From an optimization exercise on the open Yosys and OpenROAD flow, aimed at a short achievable clock period and few clock cycles; shortcuts taken in it are not production practice. The RTL was checked by simulation tests, not by an equivalence proof against the original design. Power is estimated from default activity; no workload was simulated.

--- config.mk ---
export PLATFORM = sky130hd
export DESIGN_NAME = col216_core
export DESIGN_NICKNAME = col216_core
export VERILOG_FILES = /design/flow/design.v
export SDC_FILE = /design/flow/constraint.sdc
export NUM_CORES = 4
export LEC_CHECK = 0
export ABC_CLOCK_PERIOD_IN_PS = 3000
export CAP_MARGIN = 20
export CELL_PAD_IN_SITES_GLOBAL_PLACEMENT = 2
export CORE_MARGIN = 2
export CORE_UTILIZATION = 35
export PLACE_DENSITY = 0.5
export SLEW_MARGIN = 20
export TNS_END_PERCENT = 100
--- constraint.sdc ---
create_clock -name core_clock -period 11.0 [get_ports {clk}]
set_input_delay 2.2000 -clock core_clock [delete_from_list [all_inputs] [get_ports {clk}]]
set_output_delay 2.2000 -clock core_clock [all_outputs]
set_load 0.01 [all_outputs]
--- design.v ---
module col216_core (
    input  wire        clk,
    input  wire        rst,           
    input  wire [15:0] prog_len,      
    output wire [15:0] imem_addr,
    input  wire [31:0] imem_rdata,
    output wire [17:0] dmem_addr,     
    output wire        dmem_we,
    output wire [31:0] dmem_wdata,
    input  wire [31:0] dmem_rdata,
    output wire        wb_valid,      
    output wire [4:0]  wb_rd,
    output wire [31:0] wb_data,
    output wire        halted,
    output wire        fault,
    output wire [2:0]  fault_code,
    output wire [15:0] fault_pc
);
    localparam OP_ADD  = 6'd1;
    localparam OP_SUB  = 6'd2;
    localparam OP_MUL  = 6'd3;
    localparam OP_SLT  = 6'd4;
    localparam OP_ADDI = 6'd5;
    localparam OP_LW   = 6'd6;
    localparam OP_SW   = 6'd7;
    localparam OP_BEQ  = 6'd8;
    localparam OP_BNE  = 6'd9;
    localparam OP_J    = 6'd10;
    localparam F_INVREG  = 3'd1;
    localparam F_INVLAB  = 3'd2;
    localparam F_MEMADDR = 3'd3;
    localparam F_SYNTAX  = 3'd4;
    reg [31:0] rf [1:31];             
    reg [31:1] rf_ok;                 
    reg [15:0] n_r;                   
    reg        fault_r;
    reg [2:0]  fault_code_r;
    reg [15:0] fault_pc_r;
    reg        halted_r;              
    reg        dmem_we_r;             
    reg        wb_valid_r;            
    reg [15:0] pc;
    reg        f_ok;                  
    reg [1:0]  bht_c [0:63];          
    reg [63:0] bht_seen;              
    reg [63:0] lp_tv;                 
    reg [3:0]  lp_trip [0:63];
    reg [3:0]  lp_cnt  [0:63];
    reg [63:0] lp_cv;                 
    reg [63:0] f_hv;                  
    reg        upd_v;
    reg [5:0]  upd_idx;
    reg        upd_taken;
    reg        upd_back;
    reg [1:0]  upd_old;               
    reg [3:0]  upd_cnt;               
    reg        upd_tv;
    reg [3:0]  upd_trip;
    reg        ir_v;
    reg [31:0] ir;
    reg [15:0] ir_pc;
    reg        ir_pred;
    reg        idex_v;
    reg [15:0] idex_pc;
    reg [31:0] idex_d1;
    reg [31:0] idex_d2;
    reg [1:0]  idex_s1;               
    reg [1:0]  idex_s2;
    reg [31:0] idex_md1;              
    reg [31:0] idex_md2;
    reg [1:0]  idex_ms1;              
    reg [1:0]  idex_ms2;
    reg [1:0]  idex_as1;              
    reg [31:0] idex_imm;
    reg [4:0]  idex_dest;
    reg        idex_rw;
    reg        idex_add, idex_sub, idex_mul, idex_slt, idex_addi;
    reg        idex_lw, idex_sw, idex_beq, idex_bne;
    reg        idex_pred;
    reg        idex_r_eq;             
    reg        idex_r_ne;             
    reg [8:0]  idex_cmp;              
    reg        idex_eq_dd;            
    reg        idex_back;             
    reg [15:0] idex_alt;              
    reg        idex_alt_ok;           
    reg        idex_df;               
    reg [2:0]  idex_dcode;
    reg [33:0] idex_klo;              
    reg [33:0] idex_khi;              
    reg        exmem_v;
    reg        exmem_rw;
    reg        exmem_mr;
    reg        exmem_mw;
    reg        exmem_mul;
    reg [4:0]  exmem_dest;
    reg [31:0] exmem_res;
    reg [31:0] exmem_sv;              
    reg [17:0] exmem_addr;            
    reg        exmem_br;              
    reg        exmem_back;
    reg        exmem_bne;
    reg        exmem_taken;
    reg [5:0]  exmem_bidx;
    reg  [47:0] idex_mdig;
    reg  [31:0] exmem_mv0;
    reg  [31:0] exmem_mv1;
    reg  [31:0] exmem_mv2;
    reg  [31:0] exmem_mv3;
    reg  [31:0] exmem_mv4;
    reg  [31:0] exmem_mv5;
    reg        memwb_v;
    reg        memwb_rw;
    reg [4:0]  memwb_dest;
    reg [31:0] memwb_val;
    reg [4:0]  wb_rd_r;               
    reg [31:0] wb_data_r;
    wire [31:0] ex_a = idex_s1[0] ? exmem_res : idex_s1[1] ? memwb_val : idex_d1;
    wire [31:0] ex_b = idex_s2[0] ? exmem_res : idex_s2[1] ? memwb_val : idex_d2;
    wire [31:0] ex_add  = ex_a + ex_b;
    wire [31:0] ex_sub  = ex_a - ex_b;
    wire        ex_slt  = $signed(ex_a) < $signed(ex_b);
    wire [31:0] ex_addi = ex_a + idex_imm;
    wire [31:0] ex_ab   = idex_as1[0] ? exmem_res : idex_as1[1] ? memwb_val : idex_d1;
    wire [32:0] ex_ea   = {ex_ab[31], ex_ab} + {idex_imm[31], idex_imm};
    wire [33:0] ex_elo  = {{2{ex_ab[31]}}, ex_ab} + idex_klo;
    wire [33:0] ex_ehi  = {{2{ex_ab[31]}}, ex_ab} + idex_khi;
    wire        ex_ea_bad = (ex_ab[1:0] != idex_imm[1:0] * 2'd3)  
                          | ex_elo[33]                           
                          | ~ex_ehi[33];                         
    wire        ex_fault  = idex_v & (idex_df | ((idex_lw | idex_sw) & ex_ea_bad));
    wire [2:0]  ex_fcode  = idex_df ? idex_dcode : F_MEMADDR;
    wire        eq_em    = (exmem_res == memwb_val);
    wire        eq_ed    = (exmem_res == idex_d2);
    wire        eq_md    = (memwb_val == idex_d2);
    wire        eq_de    = (idex_d1 == exmem_res);
    wire        eq_dm    = (idex_d1 == memwb_val);
    wire        ex_eq    = idex_cmp[0] | idex_cmp[4]
                         | ((idex_cmp[1] | idex_cmp[3]) & eq_em)
                         | (idex_cmp[2] & eq_ed)
                         | (idex_cmp[5] & eq_md)
                         | (idex_cmp[6] & eq_de)
                         | (idex_cmp[7] & eq_dm)
                         | (idex_cmp[8] & idex_eq_dd);
    wire        ex_taken = (idex_beq & ex_eq) | (idex_bne & ~ex_eq);
    wire        ex_isbr  = idex_beq | idex_bne;
    wire        redir    = ex_eq ? idex_r_eq : idex_r_ne;
    wire [31:0] ex_res = ({32{idex_add}}  & ex_add)
                       | ({32{idex_sub}}  & ex_sub)
                       | ({32{idex_slt}}  & {31'd0, ex_slt})
                       | ({32{idex_addi}} & ex_addi);
    wire [31:0] mul_a = idex_ms1[0] ? exmem_res : idex_ms1[1] ? memwb_val : idex_md1;
    wire [31:0] mul_b = idex_ms2[0] ? exmem_res : idex_ms2[1] ? memwb_val : idex_md2;
    wire [31:0] mul_a2 = {mul_a[30:0], 1'b0};
    wire [32:0] mbbE = {exmem_res, 1'b0};
    wire mb1E_0 = mbbE[1] ^ mbbE[0];
    wire mb2E_0 = (mbbE[2] & ~mbbE[1] & ~mbbE[0]) | (~mbbE[2] & mbbE[1] & mbbE[0]);
    wire mbnE_0 = mbbE[2];
    wire mb1E_1 = mbbE[3] ^ mbbE[2];
    wire mb2E_1 = (mbbE[4] & ~mbbE[3] & ~mbbE[2]) | (~mbbE[4] & mbbE[3] & mbbE[2]);
    wire mbnE_1 = mbbE[4];
    wire mb1E_2 = mbbE[5] ^ mbbE[4];
    wire mb2E_2 = (mbbE[6] & ~mbbE[5] & ~mbbE[4]) | (~mbbE[6] & mbbE[5] & mbbE[4]);
    wire mbnE_2 = mbbE[6];
    wire mb1E_3 = mbbE[7] ^ mbbE[6];
    wire mb2E_3 = (mbbE[8] & ~mbbE[7] & ~mbbE[6]) | (~mbbE[8] & mbbE[7] & mbbE[6]);
    wire mbnE_3 = mbbE[8];
    wire mb1E_4 = mbbE[9] ^ mbbE[8];
    wire mb2E_4 = (mbbE[10] & ~mbbE[9] & ~mbbE[8]) | (~mbbE[10] & mbbE[9] & mbbE[8]);
    wire mbnE_4 = mbbE[10];
    wire mb1E_5 = mbbE[11] ^ mbbE[10];
    wire mb2E_5 = (mbbE[12] & ~mbbE[11] & ~mbbE[10]) | (~mbbE[12] & mbbE[11] & mbbE[10]);
    wire mbnE_5 = mbbE[12];
    wire mb1E_6 = mbbE[13] ^ mbbE[12];
    wire mb2E_6 = (mbbE[14] & ~mbbE[13] & ~mbbE[12]) | (~mbbE[14] & mbbE[13] & mbbE[12]);
    wire mbnE_6 = mbbE[14];
    wire mb1E_7 = mbbE[15] ^ mbbE[14];
    wire mb2E_7 = (mbbE[16] & ~mbbE[15] & ~mbbE[14]) | (~mbbE[16] & mbbE[15] & mbbE[14]);
    wire mbnE_7 = mbbE[16];
    wire mb1E_8 = mbbE[17] ^ mbbE[16];
    wire mb2E_8 = (mbbE[18] & ~mbbE[17] & ~mbbE[16]) | (~mbbE[18] & mbbE[17] & mbbE[16]);
    wire mbnE_8 = mbbE[18];
    wire mb1E_9 = mbbE[19] ^ mbbE[18];
    wire mb2E_9 = (mbbE[20] & ~mbbE[19] & ~mbbE[18]) | (~mbbE[20] & mbbE[19] & mbbE[18]);
    wire mbnE_9 = mbbE[20];
    wire mb1E_10 = mbbE[21] ^ mbbE[20];
    wire mb2E_10 = (mbbE[22] & ~mbbE[21] & ~mbbE[20]) | (~mbbE[22] & mbbE[21] & mbbE[20]);
    wire mbnE_10 = mbbE[22];
    wire mb1E_11 = mbbE[23] ^ mbbE[22];
    wire mb2E_11 = (mbbE[24] & ~mbbE[23] & ~mbbE[22]) | (~mbbE[24] & mbbE[23] & mbbE[22]);
    wire mbnE_11 = mbbE[24];
    wire mb1E_12 = mbbE[25] ^ mbbE[24];
    wire mb2E_12 = (mbbE[26] & ~mbbE[25] & ~mbbE[24]) | (~mbbE[26] & mbbE[25] & mbbE[24]);
    wire mbnE_12 = mbbE[26];
    wire mb1E_13 = mbbE[27] ^ mbbE[26];
    wire mb2E_13 = (mbbE[28] & ~mbbE[27] & ~mbbE[26]) | (~mbbE[28] & mbbE[27] & mbbE[26]);
    wire mbnE_13 = mbbE[28];
    wire mb1E_14 = mbbE[29] ^ mbbE[28];
    wire mb2E_14 = (mbbE[30] & ~mbbE[29] & ~mbbE[28]) | (~mbbE[30] & mbbE[29] & mbbE[28]);
    wire mbnE_14 = mbbE[30];
    wire mb1E_15 = mbbE[31] ^ mbbE[30];
    wire mb2E_15 = (mbbE[32] & ~mbbE[31] & ~mbbE[30]) | (~mbbE[32] & mbbE[31] & mbbE[30]);
    wire mbnE_15 = mbbE[32];
    wire [47:0] mdigE = {mbnE_15, mb2E_15, mb1E_15, mbnE_14, mb2E_14, mb1E_14, mbnE_13, mb2E_13, mb1E_13, mbnE_12, mb2E_12, mb1E_12, mbnE_11, mb2E_11, mb1E_11, mbnE_10, mb2E_10, mb1E_10, mbnE_9, mb2E_9, mb1E_9, mbnE_8, mb2E_8, mb1E_8, mbnE_7, mb2E_7, mb1E_7, mbnE_6, mb2E_6, mb1E_6, mbnE_5, mb2E_5, mb1E_5, mbnE_4, mb2E_4, mb1E_4, mbnE_3, mb2E_3, mb1E_3, mbnE_2, mb2E_2, mb1E_2, mbnE_1, mb2E_1, mb1E_1, mbnE_0, mb2E_0, mb1E_0};
    wire [32:0] mbbM = {memwb_val, 1'b0};
    wire mb1M_0 = mbbM[1] ^ mbbM[0];
    wire mb2M_0 = (mbbM[2] & ~mbbM[1] & ~mbbM[0]) | (~mbbM[2] & mbbM[1] & mbbM[0]);
    wire mbnM_0 = mbbM[2];
    wire mb1M_1 = mbbM[3] ^ mbbM[2];
    wire mb2M_1 = (mbbM[4] & ~mbbM[3] & ~mbbM[2]) | (~mbbM[4] & mbbM[3] & mbbM[2]);
    wire mbnM_1 = mbbM[4];
    wire mb1M_2 = mbbM[5] ^ mbbM[4];
    wire mb2M_2 = (mbbM[6] & ~mbbM[5] & ~mbbM[4]) | (~mbbM[6] & mbbM[5] & mbbM[4]);
    wire mbnM_2 = mbbM[6];
    wire mb1M_3 = mbbM[7] ^ mbbM[6];
    wire mb2M_3 = (mbbM[8] & ~mbbM[7] & ~mbbM[6]) | (~mbbM[8] & mbbM[7] & mbbM[6]);
    wire mbnM_3 = mbbM[8];
    wire mb1M_4 = mbbM[9] ^ mbbM[8];
    wire mb2M_4 = (mbbM[10] & ~mbbM[9] & ~mbbM[8]) | (~mbbM[10] & mbbM[9] & mbbM[8]);
    wire mbnM_4 = mbbM[10];
    wire mb1M_5 = mbbM[11] ^ mbbM[10];
    wire mb2M_5 = (mbbM[12] & ~mbbM[11] & ~mbbM[10]) | (~mbbM[12] & mbbM[11] & mbbM[10]);
    wire mbnM_5 = mbbM[12];
    wire mb1M_6 = mbbM[13] ^ mbbM[12];
    wire mb2M_6 = (mbbM[14] & ~mbbM[13] & ~mbbM[12]) | (~mbbM[14] & mbbM[13] & mbbM[12]);
    wire mbnM_6 = mbbM[14];
    wire mb1M_7 = mbbM[15] ^ mbbM[14];
    wire mb2M_7 = (mbbM[16] & ~mbbM[15] & ~mbbM[14]) | (~mbbM[16] & mbbM[15] & mbbM[14]);
    wire mbnM_7 = mbbM[16];
    wire mb1M_8 = mbbM[17] ^ mbbM[16];
    wire mb2M_8 = (mbbM[18] & ~mbbM[17] & ~mbbM[16]) | (~mbbM[18] & mbbM[17] & mbbM[16]);
    wire mbnM_8 = mbbM[18];
    wire mb1M_9 = mbbM[19] ^ mbbM[18];
    wire mb2M_9 = (mbbM[20] & ~mbbM[19] & ~mbbM[18]) | (~mbbM[20] & mbbM[19] & mbbM[18]);
    wire mbnM_9 = mbbM[20];
    wire mb1M_10 = mbbM[21] ^ mbbM[20];
    wire mb2M_10 = (mbbM[22] & ~mbbM[21] & ~mbbM[20]) | (~mbbM[22] & mbbM[21] & mbbM[20]);
    wire mbnM_10 = mbbM[22];
    wire mb1M_11 = mbbM[23] ^ mbbM[22];
    wire mb2M_11 = (mbbM[24] & ~mbbM[23] & ~mbbM[22]) | (~mbbM[24] & mbbM[23] & mbbM[22]);
    wire mbnM_11 = mbbM[24];
    wire mb1M_12 = mbbM[25] ^ mbbM[24];
    wire mb2M_12 = (mbbM[26] & ~mbbM[25] & ~mbbM[24]) | (~mbbM[26] & mbbM[25] & mbbM[24]);
    wire mbnM_12 = mbbM[26];
    wire mb1M_13 = mbbM[27] ^ mbbM[26];
    wire mb2M_13 = (mbbM[28] & ~mbbM[27] & ~mbbM[26]) | (~mbbM[28] & mbbM[27] & mbbM[26]);
    wire mbnM_13 = mbbM[28];
    wire mb1M_14 = mbbM[29] ^ mbbM[28];
    wire mb2M_14 = (mbbM[30] & ~mbbM[29] & ~mbbM[28]) | (~mbbM[30] & mbbM[29] & mbbM[28]);
    wire mbnM_14 = mbbM[30];
    wire mb1M_15 = mbbM[31] ^ mbbM[30];
    wire mb2M_15 = (mbbM[32] & ~mbbM[31] & ~mbbM[30]) | (~mbbM[32] & mbbM[31] & mbbM[30]);
    wire mbnM_15 = mbbM[32];
    wire [47:0] mdigM = {mbnM_15, mb2M_15, mb1M_15, mbnM_14, mb2M_14, mb1M_14, mbnM_13, mb2M_13, mb1M_13, mbnM_12, mb2M_12, mb1M_12, mbnM_11, mb2M_11, mb1M_11, mbnM_10, mb2M_10, mb1M_10, mbnM_9, mb2M_9, mb1M_9, mbnM_8, mb2M_8, mb1M_8, mbnM_7, mb2M_7, mb1M_7, mbnM_6, mb2M_6, mb1M_6, mbnM_5, mb2M_5, mb1M_5, mbnM_4, mb2M_4, mb1M_4, mbnM_3, mb2M_3, mb1M_3, mbnM_2, mb2M_2, mb1M_2, mbnM_1, mb2M_1, mb1M_1, mbnM_0, mb2M_0, mb1M_0};
    wire [47:0] mdig = idex_ms2[0] ? mdigE : idex_ms2[1] ? mdigM : idex_mdig;
    wire mb1_0 = mdig[0];
    wire mb2_0 = mdig[1];
    wire mbn_0 = mdig[2];
    wire [31:0] mpp0 = ((({32{mb1_0}} & mul_a) | ({32{mb2_0}} & mul_a2)) ^ {32{mbn_0}}) << 0;
    wire mb1_1 = mdig[3];
    wire mb2_1 = mdig[4];
    wire mbn_1 = mdig[5];
    wire [31:0] mpp1 = ((({32{mb1_1}} & mul_a) | ({32{mb2_1}} & mul_a2)) ^ {32{mbn_1}}) << 2;
    wire mb1_2 = mdig[6];
    wire mb2_2 = mdig[7];
    wire mbn_2 = mdig[8];
    wire [31:0] mpp2 = ((({32{mb1_2}} & mul_a) | ({32{mb2_2}} & mul_a2)) ^ {32{mbn_2}}) << 4;
    wire mb1_3 = mdig[9];
    wire mb2_3 = mdig[10];
    wire mbn_3 = mdig[11];
    wire [31:0] mpp3 = ((({32{mb1_3}} & mul_a) | ({32{mb2_3}} & mul_a2)) ^ {32{mbn_3}}) << 6;
    wire mb1_4 = mdig[12];
    wire mb2_4 = mdig[13];
    wire mbn_4 = mdig[14];
    wire [31:0] mpp4 = ((({32{mb1_4}} & mul_a) | ({32{mb2_4}} & mul_a2)) ^ {32{mbn_4}}) << 8;
    wire mb1_5 = mdig[15];
    wire mb2_5 = mdig[16];
    wire mbn_5 = mdig[17];
    wire [31:0] mpp5 = ((({32{mb1_5}} & mul_a) | ({32{mb2_5}} & mul_a2)) ^ {32{mbn_5}}) << 10;
    wire mb1_6 = mdig[18];
    wire mb2_6 = mdig[19];
    wire mbn_6 = mdig[20];
    wire [31:0] mpp6 = ((({32{mb1_6}} & mul_a) | ({32{mb2_6}} & mul_a2)) ^ {32{mbn_6}}) << 12;
    wire mb1_7 = mdig[21];
    wire mb2_7 = mdig[22];
    wire mbn_7 = mdig[23];
    wire [31:0] mpp7 = ((({32{mb1_7}} & mul_a) | ({32{mb2_7}} & mul_a2)) ^ {32{mbn_7}}) << 14;
    wire mb1_8 = mdig[24];
    wire mb2_8 = mdig[25];
    wire mbn_8 = mdig[26];
    wire [31:0] mpp8 = ((({32{mb1_8}} & mul_a) | ({32{mb2_8}} & mul_a2)) ^ {32{mbn_8}}) << 16;
    wire mb1_9 = mdig[27];
    wire mb2_9 = mdig[28];
    wire mbn_9 = mdig[29];
    wire [31:0] mpp9 = ((({32{mb1_9}} & mul_a) | ({32{mb2_9}} & mul_a2)) ^ {32{mbn_9}}) << 18;
    wire mb1_10 = mdig[30];
    wire mb2_10 = mdig[31];
    wire mbn_10 = mdig[32];
    wire [31:0] mpp10 = ((({32{mb1_10}} & mul_a) | ({32{mb2_10}} & mul_a2)) ^ {32{mbn_10}}) << 20;
    wire mb1_11 = mdig[33];
    wire mb2_11 = mdig[34];
    wire mbn_11 = mdig[35];
    wire [31:0] mpp11 = ((({32{mb1_11}} & mul_a) | ({32{mb2_11}} & mul_a2)) ^ {32{mbn_11}}) << 22;
    wire mb1_12 = mdig[36];
    wire mb2_12 = mdig[37];
    wire mbn_12 = mdig[38];
    wire [31:0] mpp12 = ((({32{mb1_12}} & mul_a) | ({32{mb2_12}} & mul_a2)) ^ {32{mbn_12}}) << 24;
    wire mb1_13 = mdig[39];
    wire mb2_13 = mdig[40];
    wire mbn_13 = mdig[41];
    wire [31:0] mpp13 = ((({32{mb1_13}} & mul_a) | ({32{mb2_13}} & mul_a2)) ^ {32{mbn_13}}) << 26;
    wire mb1_14 = mdig[42];
    wire mb2_14 = mdig[43];
    wire mbn_14 = mdig[44];
    wire [31:0] mpp14 = ((({32{mb1_14}} & mul_a) | ({32{mb2_14}} & mul_a2)) ^ {32{mbn_14}}) << 28;
    wire mb1_15 = mdig[45];
    wire mb2_15 = mdig[46];
    wire mbn_15 = mdig[47];
    wire [31:0] mpp15 = ((({32{mb1_15}} & mul_a) | ({32{mb2_15}} & mul_a2)) ^ {32{mbn_15}}) << 30;
    wire [31:0] mppc = {1'b0, mbn_15, 1'b0, mbn_14, 1'b0, mbn_13, 1'b0, mbn_12, 1'b0, mbn_11, 1'b0, mbn_10, 1'b0, mbn_9, 1'b0, mbn_8, 1'b0, mbn_7, 1'b0, mbn_6, 1'b0, mbn_5, 1'b0, mbn_4, 1'b0, mbn_3, 1'b0, mbn_2, 1'b0, mbn_1, 1'b0, mbn_0};
    wire [31:0] mts0_0 = mpp0 ^ mpp1 ^ mpp2;
    wire [31:0] mtc0_0 = {((mpp0[30:0] & mpp1[30:0]) | (mpp0[30:0] & mpp2[30:0]) | (mpp1[30:0] & mpp2[30:0])), 1'b0};
    wire [31:0] mts0_1 = mpp3 ^ mpp4 ^ mpp5;
    wire [31:0] mtc0_1 = {((mpp3[30:0] & mpp4[30:0]) | (mpp3[30:0] & mpp5[30:0]) | (mpp4[30:0] & mpp5[30:0])), 1'b0};
    wire [31:0] mts0_2 = mpp6 ^ mpp7 ^ mpp8;
    wire [31:0] mtc0_2 = {((mpp6[30:0] & mpp7[30:0]) | (mpp6[30:0] & mpp8[30:0]) | (mpp7[30:0] & mpp8[30:0])), 1'b0};
    wire [31:0] mts0_3 = mpp9 ^ mpp10 ^ mpp11;
    wire [31:0] mtc0_3 = {((mpp9[30:0] & mpp10[30:0]) | (mpp9[30:0] & mpp11[30:0]) | (mpp10[30:0] & mpp11[30:0])), 1'b0};
    wire [31:0] mts0_4 = mpp12 ^ mpp13 ^ mpp14;
    wire [31:0] mtc0_4 = {((mpp12[30:0] & mpp13[30:0]) | (mpp12[30:0] & mpp14[30:0]) | (mpp13[30:0] & mpp14[30:0])), 1'b0};
    wire [31:0] mts1_0 = mts0_0 ^ mtc0_0 ^ mts0_1;
    wire [31:0] mtc1_0 = {((mts0_0[30:0] & mtc0_0[30:0]) | (mts0_0[30:0] & mts0_1[30:0]) | (mtc0_0[30:0] & mts0_1[30:0])), 1'b0};
    wire [31:0] mts1_1 = mtc0_1 ^ mts0_2 ^ mtc0_2;
    wire [31:0] mtc1_1 = {((mtc0_1[30:0] & mts0_2[30:0]) | (mtc0_1[30:0] & mtc0_2[30:0]) | (mts0_2[30:0] & mtc0_2[30:0])), 1'b0};
    wire [31:0] mts1_2 = mts0_3 ^ mtc0_3 ^ mts0_4;
    wire [31:0] mtc1_2 = {((mts0_3[30:0] & mtc0_3[30:0]) | (mts0_3[30:0] & mts0_4[30:0]) | (mtc0_3[30:0] & mts0_4[30:0])), 1'b0};
    wire [31:0] mts1_3 = mtc0_4 ^ mpp15 ^ mppc;
    wire [31:0] mtc1_3 = {((mtc0_4[30:0] & mpp15[30:0]) | (mtc0_4[30:0] & mppc[30:0]) | (mpp15[30:0] & mppc[30:0])), 1'b0};
    wire [31:0] mts2_0 = mts1_0 ^ mtc1_0 ^ mts1_1;
    wire [31:0] mtc2_0 = {((mts1_0[30:0] & mtc1_0[30:0]) | (mts1_0[30:0] & mts1_1[30:0]) | (mtc1_0[30:0] & mts1_1[30:0])), 1'b0};
    wire [31:0] mts2_1 = mtc1_1 ^ mts1_2 ^ mtc1_2;
    wire [31:0] mtc2_1 = {((mtc1_1[30:0] & mts1_2[30:0]) | (mtc1_1[30:0] & mtc1_2[30:0]) | (mts1_2[30:0] & mtc1_2[30:0])), 1'b0};
    wire [31:0] mms3_0 = exmem_mv0 ^ exmem_mv1 ^ exmem_mv2;
    wire [31:0] mmc3_0 = {((exmem_mv0[30:0] & exmem_mv1[30:0]) | (exmem_mv0[30:0] & exmem_mv2[30:0]) | (exmem_mv1[30:0] & exmem_mv2[30:0])), 1'b0};
    wire [31:0] mms3_1 = exmem_mv3 ^ exmem_mv4 ^ exmem_mv5;
    wire [31:0] mmc3_1 = {((exmem_mv3[30:0] & exmem_mv4[30:0]) | (exmem_mv3[30:0] & exmem_mv5[30:0]) | (exmem_mv4[30:0] & exmem_mv5[30:0])), 1'b0};
    wire [31:0] mms4_0 = mms3_0 ^ mmc3_0 ^ mms3_1;
    wire [31:0] mmc4_0 = {((mms3_0[30:0] & mmc3_0[30:0]) | (mms3_0[30:0] & mms3_1[30:0]) | (mmc3_0[30:0] & mms3_1[30:0])), 1'b0};
    wire [31:0] mms5_0 = mms4_0 ^ mmc4_0 ^ mmc3_1;
    wire [31:0] mmc5_0 = {((mms4_0[30:0] & mmc4_0[30:0]) | (mms4_0[30:0] & mmc3_1[30:0]) | (mmc4_0[30:0] & mmc3_1[30:0])), 1'b0};
    wire [31:0] mul_final = mms5_0 + mmc5_0;
    wire [31:0] mem_val = exmem_mul ? mul_final : exmem_mr ? dmem_rdata : exmem_res;
    wire [1:0]  bu_old  = bht_seen[exmem_bidx] ? bht_c[exmem_bidx] : (exmem_bne ? 2'd2 : 2'd1);
    wire [3:0]  bu_cnt  = lp_cv[exmem_bidx] ? lp_cnt[exmem_bidx] : 4'd0;
    wire [1:0]  up_ctr  = upd_taken ? ((upd_old == 2'd3) ? 2'd3 : upd_old + 2'd1)
                                    : ((upd_old == 2'd0) ? 2'd0 : upd_old - 2'd1);
    wire        up_tv   = upd_back ? (upd_taken ? (upd_tv & (upd_cnt != 4'hf)) : 1'b1) : upd_tv;
    wire [3:0]  up_cnt  = upd_back ? (upd_taken ? upd_cnt + 4'd1 : 4'd0) : upd_cnt;
    wire [3:0]  up_trip = (upd_back & ~upd_taken) ? upd_cnt : upd_trip;
    wire        up_hv   = up_tv ? (up_cnt != up_trip) : up_ctr[1];
    wire [5:0]  op    = ir[31:26];
    wire [4:0]  rs    = ir[25:21];
    wire [4:0]  rt    = ir[20:16];
    wire [4:0]  rd    = ir[15:11];
    wire d_add  = (op == OP_ADD);
    wire d_sub  = (op == OP_SUB);
    wire d_mul  = (op == OP_MUL);
    wire d_slt  = (op == OP_SLT);
    wire d_addi = (op == OP_ADDI);
    wire d_lw   = (op == OP_LW);
    wire d_sw   = (op == OP_SW);
    wire d_beq  = (op == OP_BEQ);
    wire d_bne  = (op == OP_BNE);
    wire d_j    = (op == OP_J);
    wire is_r   = d_add | d_sub | d_mul | d_slt;
    wire is_br  = d_beq | d_bne;
    wire op_ok  = (op >= 6'd1) & (op <= 6'd10);
    wire bad_syntax = ~op_ok | (is_r & (ir[10:0] != 11'd0));
    wire bad_reg    = (is_r & (rd == 5'd0)) | ((d_addi | d_lw) & (rt == 5'd0));
    wire bad_label  = (is_br & (ir[15] | (ir[15:0] > n_r)))
                    | (d_j  & (ir[25] | (ir[24:16] != 9'd0) | (ir[15:0] > n_r)));
    wire d_df       = bad_syntax | bad_reg | bad_label;
    wire [2:0] d_dcode = bad_syntax ? F_SYNTAX : bad_reg ? F_INVREG : F_INVLAB;
    wire       use_rs = (is_r | d_addi | d_lw | d_sw | is_br) & (rs != 5'd0);
    wire       use_rt = (is_r | d_sw | is_br) & (rt != 5'd0);
    wire       writes = is_r | d_addi | d_lw;
    wire [4:0] dest   = is_r ? rd : rt;
    wire ex_late  = idex_v & idex_rw & (idex_lw | idex_mul);
    wire hazard   = ex_late & ((use_rs & (rs == idex_dest)) | (use_rt & (rt == idex_dest)));
    wire stall    = ir_v & hazard;
    wire f1_ex  = use_rs & idex_v  & idex_rw  & (idex_dest  == rs);
    wire f1_mem = use_rs & exmem_v & exmem_rw & (exmem_dest == rs);
    wire f2_ex  = use_rt & idex_v  & idex_rw  & (idex_dest  == rt);
    wire f2_mem = use_rt & exmem_v & exmem_rw & (exmem_dest == rt);
    wire        wb_en  = memwb_v & memwb_rw;
    wire [31:0] wb_dec = 32'd1 << memwb_dest;
    wire [31:0] rf_ok0 = {rf_ok, 1'b0};
    wire [31:0] rdata1 = (wb_en && rs != 5'd0 && memwb_dest == rs) ? memwb_val :
                         rf_ok0[rs] ? rf[rs] : 32'd0;
    wire [31:0] rdata2 = (wb_en && rt != 5'd0 && memwb_dest == rt) ? memwb_val :
                         rf_ok0[rt] ? rf[rt] : 32'd0;
    wire [2:0]  src1   = f1_ex ? 3'b001 : f1_mem ? 3'b010 : 3'b100;    
    wire [2:0]  src2   = f2_ex ? 3'b001 : f2_mem ? 3'b010 : 3'b100;
    wire [15:0] ir_pc1 = ir_pc + 16'd1;
    wire [31:0] mul_bd = d_mul ? rdata2 : 32'd0;
    wire [32:0] mbbD = {mul_bd, 1'b0};
    wire mb1D_0 = mbbD[1] ^ mbbD[0];
    wire mb2D_0 = (mbbD[2] & ~mbbD[1] & ~mbbD[0]) | (~mbbD[2] & mbbD[1] & mbbD[0]);
    wire mbnD_0 = mbbD[2];
    wire mb1D_1 = mbbD[3] ^ mbbD[2];
    wire mb2D_1 = (mbbD[4] & ~mbbD[3] & ~mbbD[2]) | (~mbbD[4] & mbbD[3] & mbbD[2]);
    wire mbnD_1 = mbbD[4];
    wire mb1D_2 = mbbD[5] ^ mbbD[4];
    wire mb2D_2 = (mbbD[6] & ~mbbD[5] & ~mbbD[4]) | (~mbbD[6] & mbbD[5] & mbbD[4]);
    wire mbnD_2 = mbbD[6];
    wire mb1D_3 = mbbD[7] ^ mbbD[6];
    wire mb2D_3 = (mbbD[8] & ~mbbD[7] & ~mbbD[6]) | (~mbbD[8] & mbbD[7] & mbbD[6]);
    wire mbnD_3 = mbbD[8];
    wire mb1D_4 = mbbD[9] ^ mbbD[8];
    wire mb2D_4 = (mbbD[10] & ~mbbD[9] & ~mbbD[8]) | (~mbbD[10] & mbbD[9] & mbbD[8]);
    wire mbnD_4 = mbbD[10];
    wire mb1D_5 = mbbD[11] ^ mbbD[10];
    wire mb2D_5 = (mbbD[12] & ~mbbD[11] & ~mbbD[10]) | (~mbbD[12] & mbbD[11] & mbbD[10]);
    wire mbnD_5 = mbbD[12];
    wire mb1D_6 = mbbD[13] ^ mbbD[12];
    wire mb2D_6 = (mbbD[14] & ~mbbD[13] & ~mbbD[12]) | (~mbbD[14] & mbbD[13] & mbbD[12]);
    wire mbnD_6 = mbbD[14];
    wire mb1D_7 = mbbD[15] ^ mbbD[14];
    wire mb2D_7 = (mbbD[16] & ~mbbD[15] & ~mbbD[14]) | (~mbbD[16] & mbbD[15] & mbbD[14]);
    wire mbnD_7 = mbbD[16];
    wire mb1D_8 = mbbD[17] ^ mbbD[16];
    wire mb2D_8 = (mbbD[18] & ~mbbD[17] & ~mbbD[16]) | (~mbbD[18] & mbbD[17] & mbbD[16]);
    wire mbnD_8 = mbbD[18];
    wire mb1D_9 = mbbD[19] ^ mbbD[18];
    wire mb2D_9 = (mbbD[20] & ~mbbD[19] & ~mbbD[18]) | (~mbbD[20] & mbbD[19] & mbbD[18]);
    wire mbnD_9 = mbbD[20];
    wire mb1D_10 = mbbD[21] ^ mbbD[20];
    wire mb2D_10 = (mbbD[22] & ~mbbD[21] & ~mbbD[20]) | (~mbbD[22] & mbbD[21] & mbbD[20]);
    wire mbnD_10 = mbbD[22];
    wire mb1D_11 = mbbD[23] ^ mbbD[22];
    wire mb2D_11 = (mbbD[24] & ~mbbD[23] & ~mbbD[22]) | (~mbbD[24] & mbbD[23] & mbbD[22]);
    wire mbnD_11 = mbbD[24];
    wire mb1D_12 = mbbD[25] ^ mbbD[24];
    wire mb2D_12 = (mbbD[26] & ~mbbD[25] & ~mbbD[24]) | (~mbbD[26] & mbbD[25] & mbbD[24]);
    wire mbnD_12 = mbbD[26];
    wire mb1D_13 = mbbD[27] ^ mbbD[26];
    wire mb2D_13 = (mbbD[28] & ~mbbD[27] & ~mbbD[26]) | (~mbbD[28] & mbbD[27] & mbbD[26]);
    wire mbnD_13 = mbbD[28];
    wire mb1D_14 = mbbD[29] ^ mbbD[28];
    wire mb2D_14 = (mbbD[30] & ~mbbD[29] & ~mbbD[28]) | (~mbbD[30] & mbbD[29] & mbbD[28]);
    wire mbnD_14 = mbbD[30];
    wire mb1D_15 = mbbD[31] ^ mbbD[30];
    wire mb2D_15 = (mbbD[32] & ~mbbD[31] & ~mbbD[30]) | (~mbbD[32] & mbbD[31] & mbbD[30]);
    wire mbnD_15 = mbbD[32];
    wire [47:0] mdigD = {mbnD_15, mb2D_15, mb1D_15, mbnD_14, mb2D_14, mb1D_14, mbnD_13, mb2D_13, mb1D_13, mbnD_12, mb2D_12, mb1D_12, mbnD_11, mb2D_11, mb1D_11, mbnD_10, mb2D_10, mb1D_10, mbnD_9, mb2D_9, mb1D_9, mbnD_8, mb2D_8, mb1D_8, mbnD_7, mb2D_7, mb1D_7, mbnD_6, mb2D_6, mb1D_6, mbnD_5, mb2D_5, mb1D_5, mbnD_4, mb2D_4, mb1D_4, mbnD_3, mb2D_3, mb1D_3, mbnD_2, mb2D_2, mb1D_2, mbnD_1, mb2D_1, mb1D_1, mbnD_0, mb2D_0, mb1D_0};
    wire [15:0] d_alt  = ir_pred ? ir_pc1 : ir[15:0];
    wire [15:0] f_pc1  = pc + 16'd1;
    wire [5:0]  f_op   = imem_rdata[31:26];
    wire        f_j    = (f_op == OP_J);
    wire        f_br   = (f_op == OP_BEQ) | (f_op == OP_BNE);
    wire [5:0]  f_idx  = pc[5:0];
    wire        f_hint = bht_seen[f_idx] ? f_hv[f_idx] : (f_op == OP_BNE);
    wire        f_pred = f_br & f_hint;
    wire        f_take = f_j | f_pred;
    integer i;
    always @(posedge clk) begin
        if (rst) begin
            n_r          <= prog_len;
            fault_r      <= 1'b0;
            fault_code_r <= 3'd0;
            fault_pc_r   <= 16'd0;
        end else if (!fault_r) begin
            fault_r      <= ex_fault;
            fault_code_r <= ex_fcode;
            fault_pc_r   <= idex_pc;
        end
    end
    always @(posedge clk) begin
        if (rst) begin
            halted_r   <= prog_len == 16'd0;
            dmem_we_r  <= 1'b0;
            wb_valid_r <= 1'b0;
        end else begin
            halted_r   <= ~fault_r & ~f_ok & ~ir_v & ~idex_v & ~exmem_v;
            dmem_we_r  <= idex_v & idex_sw & ~fault_r & ~ex_fault;
            wb_valid_r <= exmem_v & exmem_rw & ~fault_r & ~ex_fault;
        end
    end
    always @(posedge clk) begin
        if (rst) begin
            pc           <= 16'd0;
            f_ok         <= prog_len != 16'd0;
            ir_v         <= 1'b0;
            idex_v       <= 1'b0;
            idex_r_eq    <= 1'b0;
            idex_r_ne    <= 1'b0;
            exmem_v      <= 1'b0;
            memwb_v      <= 1'b0;
            bht_seen     <= 64'd0;
            lp_tv        <= 64'd0;
            lp_cv        <= 64'd0;
            upd_v        <= 1'b0;
        end else begin
            memwb_v <= exmem_v;
            exmem_v <= idex_v;
            idex_v  <= ir_v & ~stall & ~redir;
            idex_r_eq <= ir_v & ~stall & ~redir & ((d_beq & ~ir_pred) | (d_bne & ir_pred));
            idex_r_ne <= ir_v & ~stall & ~redir & ((d_beq & ir_pred) | (d_bne & ~ir_pred));
            if (redir) begin
                ir_v <= 1'b0;
                pc   <= idex_alt;
                f_ok <= idex_alt_ok;
            end else if (!stall) begin
                ir_v <= f_ok;
                if (f_ok) begin
                    pc   <= f_take ? imem_rdata[15:0] : f_pc1;
                    f_ok <= f_take ? (imem_rdata[15:0] < n_r) : (f_pc1 < n_r);
                end
            end
            upd_v <= exmem_v & exmem_br;
            if (upd_v) begin
                bht_seen[upd_idx] <= 1'b1;
                lp_tv[upd_idx]    <= up_tv;
                if (upd_back)
                    lp_cv[upd_idx] <= 1'b1;
            end
        end
    end
    always @(posedge clk) begin
        if (rst)
            rf_ok <= 31'd0;
        else if (wb_en)
            rf_ok <= rf_ok | wb_dec[31:1];
    end
    always @(posedge clk) begin
        if (wb_en)
            rf[memwb_dest] <= memwb_val;
    end
    always @(posedge clk) begin
        upd_idx   <= exmem_bidx;
        upd_taken <= exmem_taken;
        upd_back  <= exmem_back;
        upd_old   <= bu_old;
        upd_cnt   <= bu_cnt;
        upd_tv    <= lp_tv[exmem_bidx];
        upd_trip  <= lp_trip[exmem_bidx];
        if (upd_v) begin
            bht_c[upd_idx]   <= up_ctr;
            lp_cnt[upd_idx]  <= up_cnt;
            lp_trip[upd_idx] <= up_trip;
            f_hv[upd_idx]    <= up_hv;
        end
        memwb_rw   <= exmem_rw;
        memwb_dest <= exmem_dest;
        memwb_val  <= mem_val;
        wb_rd_r   <= exmem_dest & {5{exmem_rw}};
        wb_data_r <= mem_val & {32{exmem_rw}};
        exmem_rw    <= idex_rw;
        exmem_mr    <= idex_lw;
        exmem_mw    <= idex_sw;
        exmem_mul   <= idex_mul;
        exmem_dest  <= idex_dest;
        exmem_res   <= ex_res;
        exmem_sv    <= ex_b & {32{idex_sw}};
        exmem_addr  <= ex_ea[19:2] & {18{idex_lw | idex_sw}};
        exmem_br    <= idex_v & ex_isbr;
        exmem_back  <= idex_back;
        exmem_bne   <= idex_bne;
        exmem_taken <= ex_taken;
        exmem_bidx  <= idex_pc[5:0];
        idex_mdig <= mdigD;
        exmem_mv0 <= mts2_0;
        exmem_mv1 <= mtc2_0;
        exmem_mv2 <= mts2_1;
        exmem_mv3 <= mtc2_1;
        exmem_mv4 <= mts1_3;
        exmem_mv5 <= mtc1_3;
        idex_pc     <= ir_pc;
        idex_d1     <= rdata1;
        idex_d2     <= rdata2;
        idex_s1     <= {f1_mem & ~f1_ex, f1_ex};
        idex_s2     <= {f2_mem & ~f2_ex, f2_ex};
        idex_md1    <= d_mul ? rdata1 : 32'd0;
        idex_md2    <= d_mul ? rdata2 : 32'd0;
        idex_ms1    <= {f1_mem & ~f1_ex & d_mul, f1_ex & d_mul};
        idex_ms2    <= {f2_mem & ~f2_ex & d_mul, f2_ex & d_mul};
        idex_as1    <= {f1_mem & ~f1_ex & (d_lw | d_sw), f1_ex & (d_lw | d_sw)};
        idex_imm    <= {{16{ir[15]}}, ir[15:0]};
        idex_dest   <= dest;
        idex_rw     <= writes;
        idex_add    <= d_add;
        idex_sub    <= d_sub;
        idex_mul    <= d_mul;
        idex_slt    <= d_slt;
        idex_addi   <= d_addi;
        idex_lw     <= d_lw;
        idex_sw     <= d_sw;
        idex_beq    <= d_beq;
        idex_bne    <= d_bne;
        idex_pred   <= ir_pred;
        idex_cmp    <= {src1[2] & src2[2], src1[2] & src2[1], src1[2] & src2[0],
                        src1[1] & src2[2], src1[1] & src2[1], src1[1] & src2[0],
                        src1[0] & src2[2], src1[0] & src2[1], src1[0] & src2[0]};
        idex_eq_dd  <= rdata1 == rdata2;
        idex_back   <= ir[15:0] <= ir_pc;
        idex_alt    <= d_alt;
        idex_alt_ok <= d_alt < n_r;
        idex_df     <= d_df;
        idex_dcode  <= d_dcode;
        idex_klo    <= {{18{ir[15]}}, ir[15:0]} - {16'd0, n_r, 2'b00};
        idex_khi    <= {{18{ir[15]}}, ir[15:0]} - 34'h100000;
        if (!stall) begin
            ir      <= imem_rdata;
            ir_pc   <= pc;
            ir_pred <= f_pred;
        end
    end
    assign imem_addr  = pc;
    assign dmem_addr  = exmem_addr;
    assign dmem_we    = dmem_we_r;
    assign dmem_wdata = exmem_sv;
    assign wb_valid   = wb_valid_r;
    assign wb_rd      = wb_rd_r;
    assign wb_data    = wb_data_r;
    assign halted     = halted_r;
    assign fault      = fault_r;
    assign fault_code = fault_code_r;
    assign fault_pc   = fault_pc_r;
endmodule
--- flow/run.sh ---
#!/bin/bash
set -euo pipefail
bash standard.sh SETUP_SLACK_MARGIN=7 \
  "BUFFER_PORTS_ARGS=-buffer_cell sky130_fd_sc_hd__buf_4" \
  finish > standard.log 2>&1
--- standard.sh ---
#!/bin/bash
# synth_recipe.tcl (not shown) runs the flow's synth.tcl, then flattens the netlist and writes it again
# the make line also repeats each setting of config.mk as NAME=value (left out here)
make -C /OpenROAD-flow-scripts/flow DESIGN_CONFIG=/design/flow/config.mk WORK_HOME=/design/flow/orfs CLKGATE_MAP_FILE= SYNTH_SCRIPT=/design/flow/synth_recipe.tcl "${@:-finish}"
==> metrics.md <==
| Metric | Value |
|---|---|
| Outcome | complete, no violations |
| Pins Over Slew Limit | 0 |
| Synthesized cell area | approximately 130000 µm² |
| GP Congestion | about 0.85 |
| Skew final | 67.45 ps |
| Grt ovf | 0 |
| Die W | 617.3 µm |
| Tmin final | 4031 ps |
| Placed cell count | 15098 |
| Simple-gate share of the synthesized area | under 10% |
| Final Util | between 40% and 50% |
| Synth top area share | 40.19% |
| Final Hold Fails | 0 |
| Hold_ws | 337.2 ps |
| TritonCTS buffer count | 315 |
| Setup slack after layout | around 7000 ps |
| Nets | 11426 |
| CTS tree | built |
| Overall die area | roughly 380000 µm² |
| Avg WL per Cell | 34.82 µm |
| Die Y | 617.3 µm |
| Multi-input logic area | 60690 µm² |
| CTS root buffer | clkbuf_16 |
| Synth Area per Inst | 12.72 µm² |
| Total power | 24.46 mW |
| Sequential fraction of the synthesis area | 52.92% |
| Initial antenna violation count | 30 |
| Maximum vdd drop | 130.5 µV |
| Async SR Flop Fraction | 0% |
| Final setup vio count | 0 |
| Vias in the first global route | 93113 |
| Post-route insts no fill | 16055 |
| Core area | 375000 µm² |
| Yosys warns | 1 |
| PD cells | 154.0 nW/µm² |
| Crit Path Class | reg -> reg |
| Post-synth EDFFs | around 1800 |
| Synthesized Nets | between 10000 and 15000 |
| Starting Density | a little over a third |
| All-Layer GR Usage | 28.04% |
| Worst Path Required | 11690 ps |
| Residual DRC | 0 |
| Post-Syn Instances | 10348 |
| Io pins | 208 |
| Critical path launch point type | flop |
| Post-synthesis mux area share | 15.95% |
| Leak | 55.80 nW |
| First-pass GRT wire length | 755000 µm |
| Area added between synthesis and finish | 20.62% |
| Clock-pin slew of the registers on the worst-case setup and hold paths | 60 ps |
| Layout fillers | 34835 |
| CP arrival | 4720 ps |
| Adder-cell area share of the yosys netlist | 6.382% |
| Hold Crit Class | reg -> reg |
| Final worst path period share | between 30% and 40% |
| Layout cells sized above 1 | between 20% and 30% |
| Crit. End Element | flop |
| Worst-Margin Slew | 1187 ps |
| Worst-Skew Late Latency | 940 ps |
| Yosys top cell by area | edfxtp_1 |
| Netlist cell types | 85 |
| Post-Route WL | approximately 560000 µm |
| Complex-gate fraction of the synthesized area | approximately a tenth |
| Number of I/O port buffers | between 200 and 250 |
| Post-DP HPWL | between 300000 and 400000 µm |
| Setup repair after global routing missed its margin | yes |
| Setup_tns | 0 ps |
| Design area | 158800 µm² |
| Storage element area | 69880 µm² |
| CTS max path bufs | 4 |
| Largest family of logic cells by synthesized area | multiplexers |
| Row count | 225 |
| CTS Hold Buffers Added | 0 |
| Max-Cap Viols | 0 |
| Worst-path fanout max | 43 |
| Worst rel slew slack | about a fifth |
| Clock sink count | 2599 |
| DRT antenna net count | 0 |
| Main synth FF type | edfxtp_1 |
| Iteration-0 DRC Markers | 8348 |
| Routed vias | 92319 |
| Pin count of the biggest net entering global routing | 110 |
| Area contributors post-synth | edfxtp_1 (40%), dfxtp_1 (13%), mux4_2 (11%) |
| H-tree depth | 5 |
| XOR/XNOR Fraction of Synth Area | 4.511% |
| Cell Area, Placed | 139600 µm² |
| Routed vias/inst | roughly 5.8 |
| Synthesized flop and latch total | about 2600 |
| Dpl ws | 5409 ps |
| Total iterations of the first detailed-routing run | 6 |
| Max Clk Rate | 248.0 MHz |
-- report_power, final --
| part | switching (mW) | internal [mW] |
|---|---|---|
| logic | 2.00 | 1.16 |
| registers | 0.191 | 10.6 |
| clock network | 4.49 | 6.03 |
| total | 6.68 | 17.8 |
-- routing by layer --
metal / track usage, % / up-vias / part of all wire, %
met5: 0 / - / 0.013
met4: 9.530 / 12 / 4.2
met3: 3.344 / 826 / 5.4
met2: 46.68 / 3103 / 47
met1: 37.88 / 48468 / 43
li1: - / 39910 / -
-- area by class of cell --
| type | count | share of cell area [%] |
|---|---|---|
| tap | 4994 | 3.935 |
| inverter | 402 | 0.9716 |
| clock buffer | 415 | 5.404 |
| antenna | 5 | 0.007880 |
| multi-input combinational | 6600 | 38.22 |
| clock inverter | 162 | 1.114 |
| sequential | 2599 | 44.01 |
| timing repair buffer | 878 | 6.333 |
-- state kept, by name (all words and copies together) (netlist names), 32 cells and up, named ones only --
register,flops
rf,992
lp_cnt,256
lp_trip,256
bht_c,128
bht_seen,64
f_hv,64
lp_cv,64
lp_tv,64
idex_mdig,48
exmem_mv0,32
exmem_res,32
exmem_sv,32
idex_d1,32
idex_d2,32
idex_md1,32
ir,32
memwb_val,32
wb_data_r,32
-- cells in the mapped netlist, drive strengths merged, types with 51 or more instances --
master,number
edfxtp,1762
dfxtp,837
nor2,797
mux2i,629
mux4,627
xnor2,549
clkbuf,545
nand2,544
a21oi,530
o21ai,453
inv,399
ha,345
o22ai,285
buf,207
fa,203
a221oi,143
xor2,129
a21o,95
nand3,87
nor3,87
and2,83
a31oi,80
nand4,79
nand2b,77
nor2b,73
a22oi,64
a211oi,63
nor4,53
mux2,51
-- layout by cell type, fill, tap and decap left out, drive strengths merged, types with 84 or more instances in the layout --
master  instances
mux2i         629
o22ai         285
edfxtp       1762
a221oi        143
xnor2         549
and2           84
a21oi         533
nor2          797
dfxtp         837
mux4          627
ha            345
inv           414
xor2          129
fa            203
nand3          87
nand2         544
clkbuf        456
a21o           95
nor3           87
clkinv        123
buf           811
o21ai         453
-- repair_timing --
item                       4_1_cts  5_1_grt
cloned                          37       39
gates resized for setup        575      337
setup endpoints to repair      322      142
pin swaps                       59       74
setup buffers                  161      136
-- worst max-delay path: stages, from the launching register on --
cell and delay [ps]:
dfxtp_2 320, buf_6 430, xnor2_1 190, nand4_1 140, nor4_1 560, nand4_1 180
nor4_1 480, nor4_2 190, buf_4 190, mux2_4 470, and2_1 260, o31a_1 230
-- logic make-up after synthesis --
group | count (synthesis)
xor+xnor | 678
flops | 2599
mux | 1307
compound gates | 2048
buf+inv | 1154
simple gates | 2012
fa+ha+maj | 550
-- worst paths after layout --
check	cells past startpoint	end	slack (ps)	start
setup / recovery	11	f_ok	6970	memwb_val[31]
hold / removal	0	upd_taken	340	exmem_taken
setup reg to reg	11	f_ok	6970	memwb_val[31]
hold reg to reg	0	upd_taken	340	exmem_taken
Testbench counts, summed over its fixed seeds: cycles 100,756.

-- static timing again, ports no longer ideal --
No port has a modelled driver above. Below, the same layout with a new extraction and two added sets of constraints.
Step 1 assumes that a clkbuf_16 drives the clock port and a buf_2 every other input.
Step 2 times the ports against the registers' clock, not the clock port: input delays grow and output delays shrink by t, the midpoint of the rising clock arrivals with the driver on.
a / b / c = no drivers / after step 1 / after step 2; a / b = the first two.
t (ns): 1.023
slack for setup (ns): 6.969 / 6.969 / 6.524
worst setup path at the end: input to register
clock arrival spread, ns: 0.076 / 0.076
worst register clock-pin slew, ns: 0.07 / 0.07
After both steps setup and hold are still met in this run. For this run, drivers alone change the setup slack by 0.000 ns; drivers and shift together by -0.445 ns.
